This is an optimization exercise on Yosys and OpenROAD, whose aim is small area, a short achievable clock period and few clock cycles, not a production implementation.
RTL that was checked went through simulation tests only; none was proved equivalent to the original.
Power and IR drop assume default switching activity.

## rle_codec
module rle_codec (
    input  wire        clk,
    input  wire        rst,
    input  wire        in_valid,
    output wire        in_ready,
    input  wire [7:0]  in_data,
    input  wire        in_last,
    input  wire        in_mode,
    output wire        out_valid,
    input  wire        out_ready,
    output wire [7:0]  out_data,
    output wire        done,
    output wire        err,
    output wire [15:0] err_pos
);
    localparam NR = 128;        
    reg  [10:0] sq0, sq1;       
    reg         sv0, sv1;
    reg         in_rdy;
    reg  [7:0]  lastin;         
    assign in_ready = in_rdy;
    wire        push_in = in_valid && in_rdy;
    wire        pop_in;
    reg         fst;            
    reg         lmode;          
    wire        nmode = fst ? in_mode : lmode;
    wire [10:0] nq = {in_data == lastin, nmode, in_last, in_data};
    wire [7:0]  hd = sq0[7:0];
    wire        hl = sq0[8];
    wire        hm = sq0[9];
    wire        hs = sq0[10];
    wire        hv = sv0;
    always @(posedge clk) begin
        if (push_in) begin
            lastin <= in_data;
            lmode  <= nmode;
        end
        if (rst)
            fst <= 1'b1;
        else if (push_in)
            fst <= in_last;
    end
    always @(posedge clk) begin
        if (rst) begin
            sv0    <= 1'b0;
            sv1    <= 1'b0;
            in_rdy <= 1'b1;
        end else begin
            if (pop_in) begin
                if (sv1) begin
                    sv1 <= 1'b0;
                end else if (!push_in) begin
                    sv0 <= 1'b0;
                end
                in_rdy <= 1'b1;
            end else if (push_in) begin
                if (sv0) begin
                    sv1    <= 1'b1;
                    in_rdy <= 1'b0;
                end else begin
                    sv0 <= 1'b1;
                end
            end
        end
    end
    always @(posedge clk) begin
        if (!sv1) sq1 <= nq;
        if (pop_in ? 1'b1 : !sv0) sq0 <= (pop_in && sv1) ? sq1 : nq;
    end
    localparam W_DATA = 2'd0;   
    localparam W_LITC = 2'd1;   
    localparam W_LITS = 2'd2;   
    localparam W_SPEC = 2'd3;   
    reg  [1:0] wf_n;            
    reg  [1:0] wk0, wk1;        
    reg  [7:0] wd0, wd1;        
    reg  [1:0] wfk [0:3];
    reg  [7:0] wfd [0:3];
    reg  [1:0] wfw, wfr;
    reg  [2:0] wf_cnt;
  ...
For scale: roughly 2600 cells after synthesis, roughly 1500 flip-flops, about 39000 um^2 of cells after synthesis.
clock: 6.0 ns
lec_check: 0
cap_margin: 20
core_margin: 2
core_utilization: 40
cts_buf_list: sky130_fd_sc_hd__clkbuf_8
cts_cluster_diameter: 60
cts_cluster_size: 18
place_density: 0.6
setup_slack_margin: 3.8
slew_margin: 20
run.sh (not shown) runs the stock make flow with config.mk's settings and CLKGATE_MAP_FILE= SYNTH_SCRIPT=/design/flow/synth_recipe.tcl, a recipe that flattens the netlist after the stock synthesis.
Testbench counts at the start, summed over its fixed seeds: cycles 140,343.
Change:
--- a/flow/design.v
+++ b/flow/design.v
@@ -144,45 +144,36 @@
             else if (ring_wr)
                 hflag <= 1'b1;
         end
     end
     reg        lf_push;
     reg  [6:0] lf_val;
     wire       lf_pop;
     reg  [6:0] lfd [0:7];
     reg  [2:0] lfw, lfr;
-    reg  [3:0] lf_cnt;
-    reg        lf_full, lf_ne;  
+    reg  [7:0] lf_t;            
+    wire       lf_full = lf_t[7];
+    wire       lf_ne   = lf_t[0];
     wire [6:0] lf_h    = lfd[lfr];
     always @(posedge clk) begin
         if (!lf_full) lfd[lfw] <= lf_val;
     end
     always @(posedge clk) begin
         if (rst) begin
             lfw     <= 3'd0;
             lfr     <= 3'd0;
-            lf_cnt  <= 4'd0;
-            lf_full <= 1'b0;
-            lf_ne   <= 1'b0;
+            lf_t    <= 8'd0;
         end else begin
             if (lf_push) lfw <= lfw + 3'd1;
             if (lf_pop)  lfr <= lfr + 3'd1;
             case ({lf_push, lf_pop})
-            2'b10: begin
-                lf_cnt  <= lf_cnt + 4'd1;
-                lf_full <= (lf_cnt == 4'd7);
-                lf_ne   <= 1'b1;
-            end
-            2'b01: begin
-                lf_cnt  <= lf_cnt - 4'd1;
-                lf_full <= 1'b0;
-                lf_ne   <= (lf_cnt != 4'd1);
-            end
+            2'b10:   lf_t <= {lf_t[6:0], 1'b1};
+            2'b01:   lf_t <= {1'b0, lf_t[7:1]};
             default: ;
             endcase
         end
     end
     reg  [7:0] rd [0:NR-1];
     reg        rm [0:NR-1];
     reg  [6:0] tid;
     reg  [6:0] tid1;            
     reg        rflush;          
Outcome: Clock skew stays flat. Sequential power hardly moves. Power came out lower by 4.2%. Global-route usage came out lower by 0.26 points. Die area came out lower by 0.69%. Routed wire length came out lower by 3.4%. Utilization came out higher by 0.53 points. Count of clock-buffer cells in the layout came out higher by 4. Via count came out lower by 0.99%. Combinational power came out lower by 24%. Worst hold slack gains 4.5 ps. Final area hardly moves. Sequential share of layout area came out higher by 0.13 points.
For the second run of this note, only the layout was checked, not whether the RTL still works.

[port drivers added, routing unchanged]
In the flow no input, the clock included, has a driving cell. The finished layouts below were timed again as built, in two steps.
Step 1: set_driving_cell puts a clkbuf_16 on clk and a buf_2 on each other input, an assumption about the parent block.
Step 2 moves the port delays by t, midway between the first and last clock arrival at a register: inputs arrive t later, outputs are due t later. That takes back most of the time a late clock gives input paths.
Three values: ideal ports, drivers, drivers and shift; two values: the first two.
| run | shift t [ns] | setup slack, ns | worst setup path at the end | cell pins on the clock port's net |
|---|---|---|---|---|
| the first run | 0.825 | 3.244 / 3.244 / 3.044 | input to register | 1 |
| the second run | 0.805 | 3.351 / 3.351 / 3.080 | input to register | 1 |
After both steps every run listed still meets setup and hold. For the second run, which loses most, drivers alone change the setup slack by 0.000 ns; drivers and shift together by -0.271 ns.
